Background: an optimization exercise with open tools, aiming at small area. Do not read the settings as production practice.
Only simulation tests tie the RTL to the original design; equivalence was not proved.
Power is estimated from default activity; no workload was simulated.

Design sd_rx, start of the top module:
module sd_rx (
    input  wire        clk,
    input  wire        rst,           
    input  wire [2:0]  cfg_flog2,     
    input  wire [15:0] cfg_decim,     
    input  wire [15:0] cfg_sps,       
    input  wire [7:0]  cfg_minpre,    
    input  wire [7:0]  cfg_maxerr,    
    input  wire [31:0] cfg_thresh,    
    input  wire        cfg_policy,    
    input  wire        in_valid,
    input  wire [15:0] in_i,
    input  wire [15:0] in_q,
    output reg         mag_valid,
    output reg  [31:0] mag,
    output wire        pkt_valid,
    output wire [79:0] pkt
);
    wire signed [15:0] get_i;
    wire signed [15:0] get_q;
    wire put = in_valid;
    reg  [2:0] flog2;
    always @(posedge clk)
        flog2 <= cfg_flog2;
    reg  [5:0] fill;
    always @(posedge clk) begin
        if (rst)
            fill <= 6'd0;
        else if (put && !fill[5])
            fill <= fill + 6'd1;
    end
    reg old_ok;
    always @(*) begin
        case (flog2)
            3'd0:    old_ok = |fill;
            3'd1:    old_ok = |fill[5:1];
            3'd2:    old_ok = |fill[5:2];
            3'd3:    old_ok = |fill[5:3];
            3'd4:    old_ok = |fill[5:4];
            default: old_ok = fill[5];
        endcase
    end
    sd_filter_ch u_fi (
        .clk(clk), .rst(rst), .flog2(flog2), .put(put), .old_ok(old_ok),
        .x(in_i), .get(get_i)
    );
    sd_filter_ch u_fq (
        .clk(clk), .rst(rst), .flog2(flog2), .put(put), .old_ok(old_ok),
        .x(in_q), .get(get_q)
    );
    reg  [15:0] rem;
    reg         feed_pend;
    wire [15:0] rem_load  = cfg_decim - 16'd1;
    wire        dec_point = (rem == 16'd0);
    always @(posedge clk) begin
        if (rst) begin
            rem       <= rem_load;
            feed_pend <= 1'b0;
            mag_valid <= 1'b0;
        end else begin
            feed_pend <= put && dec_point;
            mag_valid <= feed_pend;
            if (put) begin
                if (dec_point)
  ...
For scale: about 3000 cells after synthesis, about 230 I/O pins, roughly 54000 µm² of cells after synthesis.
==> flow/config.mk <==
export PLATFORM = sky130hd
export DESIGN_NAME = sd_rx
export DESIGN_NICKNAME = sd_rx
export VERILOG_FILES = /design/flow/design.v
export SDC_FILE = /design/flow/constraint.sdc
export NUM_CORES = 4
export LEC_CHECK = 0
export CAP_MARGIN = 10
export CORE_MARGIN = 2
export CORE_UTILIZATION = 55
export GPL_TIMING_DRIVEN = 0
export PLACE_DENSITY = 0.7
export SLEW_MARGIN = 10
==> flow/constraint.sdc <==
create_clock -name core_clock -period 13.0 [get_ports {clk}]
set_input_delay 2.6000 -clock core_clock [delete_from_list [all_inputs] [get_ports {clk}]]
set_output_delay 2.6000 -clock core_clock [all_outputs]
set_load 0.01 [all_outputs]
standard.sh (not shown) runs the stock make flow with config.mk's settings and CLKGATE_MAP_FILE= SYNTH_SCRIPT=/design/flow/synth_recipe.tcl, a recipe that flattens the netlist after the stock synthesis.
==> flow/flow/run.sh <==
#!/bin/bash
# Own layout flow: the standard synthesis, then a netlist pass that
# removes inverters around full adders (flow/fa_polarity.py), then the standard flow's
# standard layout with smaller port buffers and a clock tree of clkbuf_8
# without dummy loads. Each tool's output goes to a log file here.
set -euo pipefail
here=$(pwd)
res=$here/orfs/results/$FLOW_PLATFORM/sd_rx/base

bash standard.sh synth > "$here/1_synth.log" 2>&1

python3 flow/fa_polarity.py "$res/1_2_yosys.v" "$res/1_2_yosys.pol.v" > "$here/1_fa_polarity.log" 2>&1
cp "$res/1_2_yosys.v" "$res/1_2_yosys.std.v"
mv "$res/1_2_yosys.pol.v" "$res/1_2_yosys.v"
rm -f "$res/1_synth.odb" "$res/1_synth.sdc"
bash standard.sh synth > "$here/1_synth_odb.log" 2>&1

bash standard.sh \
    "BUFFER_PORTS_ARGS=-buffer_cell sky130_fd_sc_hd__buf_1" \
    "CTS_ARGS=-sink_clustering_enable -repair_clock_nets -buf_list sky130_fd_sc_hd__clkbuf_8 -sink_clustering_size 16 -sink_clustering_max_diameter 60 -dont_use_dummy_load" \
    finish > "$here/2_layout.log" 2>&1
Other scripts of this flow, unchanged in this note and not shown: flow/flow/fa_polarity.py
==> next run, changes <==
CORE_UTILIZATION = 70   (was 55)
GPL_TIMING_DRIVEN = not set   (was 0)
PLACE_DENSITY = 0.8   (was 0.7)
The changed run passed the timing, DRC and antenna checks.
Global-route usage increases by 6.1 points.
Combinational power decreases by 5.8%.
Clock skew barely changes.
First-iteration DRC count increases by 28%.
Worst setup slack gets better by 300 ps.
Fmax increases by 2.4%.
Routed wire length decreases by 0.68%.
Design area decreases by 2.0%.
Non-clock buffer count decreases by 76.
Count of clock-buffer cells in the layout decreases by 3.
==> next run, changes <==
CORE_UTILIZATION = 55   (was 70)
PLACE_DENSITY = 0.7   (was 0.8)
Outcome: The new run ran to the end with no violations. Sequential share of layout area went down by 0.43 points. Cell area goes up by 0.64%. Die area climbs by about 27%. Utilization shrinks by 16 points. Hold slack stays flat. Routed wire length went down by about 5%. Setup slack improved by 230 ps. Clock skew increases by 15 ps.


== wip/lagoon ==
Another version of the RTL of sd_rx (not shown whole).
For scale: ~3,500 cells after synthesis, roughly 1,300 flip-flops, roughly 230 I/O pins, roughly 55,000 um^2 of cells after synthesis.
## sd_rx
module sd_rx (
    input  wire        clk,
    input  wire        rst,           
    input  wire [2:0]  cfg_flog2,     
    input  wire [15:0] cfg_decim,     
    input  wire [15:0] cfg_sps,       
    input  wire [7:0]  cfg_minpre,    
    input  wire [7:0]  cfg_maxerr,    
    input  wire [31:0] cfg_thresh,    
    input  wire        cfg_policy,    
    input  wire        in_valid,
    input  wire [15:0] in_i,
    input  wire [15:0] in_q,
    output reg         mag_valid,
    output reg  [31:0] mag,
    output wire        pkt_valid,
    output wire [79:0] pkt
);
export LEC_CHECK = 0
export CAP_MARGIN = 20
export CORE_MARGIN = 2
export CORE_UTILIZATION = 40
export PLACE_DENSITY = 0.6
export SLEW_MARGIN = 20
create_clock -name core_clock -period 13.0 [get_ports {clk}]
run.sh (not shown) runs the stock make flow with config.mk's settings and CLKGATE_MAP_FILE= SYNTH_SCRIPT=/design/flow/synth_recipe.tcl, a recipe that flattens the netlist after the stock synthesis.
Stock flow here: none of the scripts above is used.
Input changes introduced in wip/maple (baseline for comparison: wip/lagoon):
- CTS_BUF_LIST newly set to sky130_fd_sc_hd__clkbuf_8
- CORE_UTILIZATION changed from 40 to 65
- PLACE_DENSITY changed from 0.6 to 0.78
## What came out
Between wip/maple and wip/lagoon, it is wip/maple whose power after layout is lower, by 4.3%. The total power per unit cell area reported for wip/maple is smaller than that of wip/lagoon by 5.3 nW/um^2. Post-route clock period utilization: wip/maple vs wip/lagoon down 0.25 points. The maximum frequency of wip/lagoon and that of wip/maple are within noise of each other.


== v5 ==
Another version of the RTL of sd_rx (not shown whole).
For scale: ~3100 cells after synthesis.
clock: 13.0 ns
lec_check: 0
cap_margin: 20
core_margin: 2
core_utilization: 40
place_density: 0.6
slew_margin: 20
standard.sh (not shown) runs the stock make flow with config.mk's settings and CLKGATE_MAP_FILE= SYNTH_SCRIPT=/design/flow/synth_recipe.tcl, a recipe that flattens the netlist after the stock synthesis.
Scripts as last shown in full above: flow/flow/run.sh
Other scripts of this flow, unchanged in this note and not shown: flow/flow/fa_polarity.py
v5 reached the end of the flow, and the finished layout is clean on the timing, DRC and antenna checks.
Edits applied to the flow inputs when going from v5 to v20:
- a change of PLACE_DENSITY from 0.6 to 0.7
- a change of CORE_UTILIZATION from 40 to 55
==> comparison <==
v20 completed; timing, DRC and antenna clean
Sort v5 and v20 by vertical die dimension, descending, and v5 comes first.
Cell area after layout shrinks slightly when moving from v5 to v20.
Relative to v5, v20 improves reported clock group power.
Diff v5 -> v20: final cell count has decreased, count of vias placed by the detailed router now larger, met3 track utilization from global routing +0.62 points.
The antenna diode count number comes out lower for v5 vs v20.
v20 -> v5: clock-cell share of area flat
Comparing combinational power for v5 and v20, the smaller number came from v5.

## port drivers added, routing unchanged
How much do the figures lean on ideal ports? The routed layouts below were timed once more, with nothing changed but the port constraints.
Step 1, drivers: a clkbuf_16 drives clk and a buf_2 each remaining input, both assumed.
Step 2 adds t to the input delays and takes it off the output delays; t is the mean of the earliest and latest rising clock arrival at the registers after step 1. Input paths then give back, and output paths get back, about the clock's delay inside the block.
Three values: no drivers, after step 1, after step 2; two values: the first two.
run | shift t [ns] | slack for setup (ns) | cell pins on the clock port's net
the first run of note 1 | 0.831 | 0.415 / 0.415 / 0.415 | 1
the second run of note 1 | 0.760 | 0.714 / 0.714 / 0.714 | 1
the third run of note 1 | 0.789 | 0.945 / 0.945 / 0.945 | 1
wip/lagoon | 0.827 | 0.439 / 0.439 / 0.439 | 1
wip/maple | 0.917 | 0.471 / 0.471 / 0.471 | 1
v5 | 0.837 | 0.655 / 0.655 / 0.655 | 1
v20 | 0.774 | 0.818 / 0.818 / 0.818 | 1
After both steps every run listed still meets setup and hold.
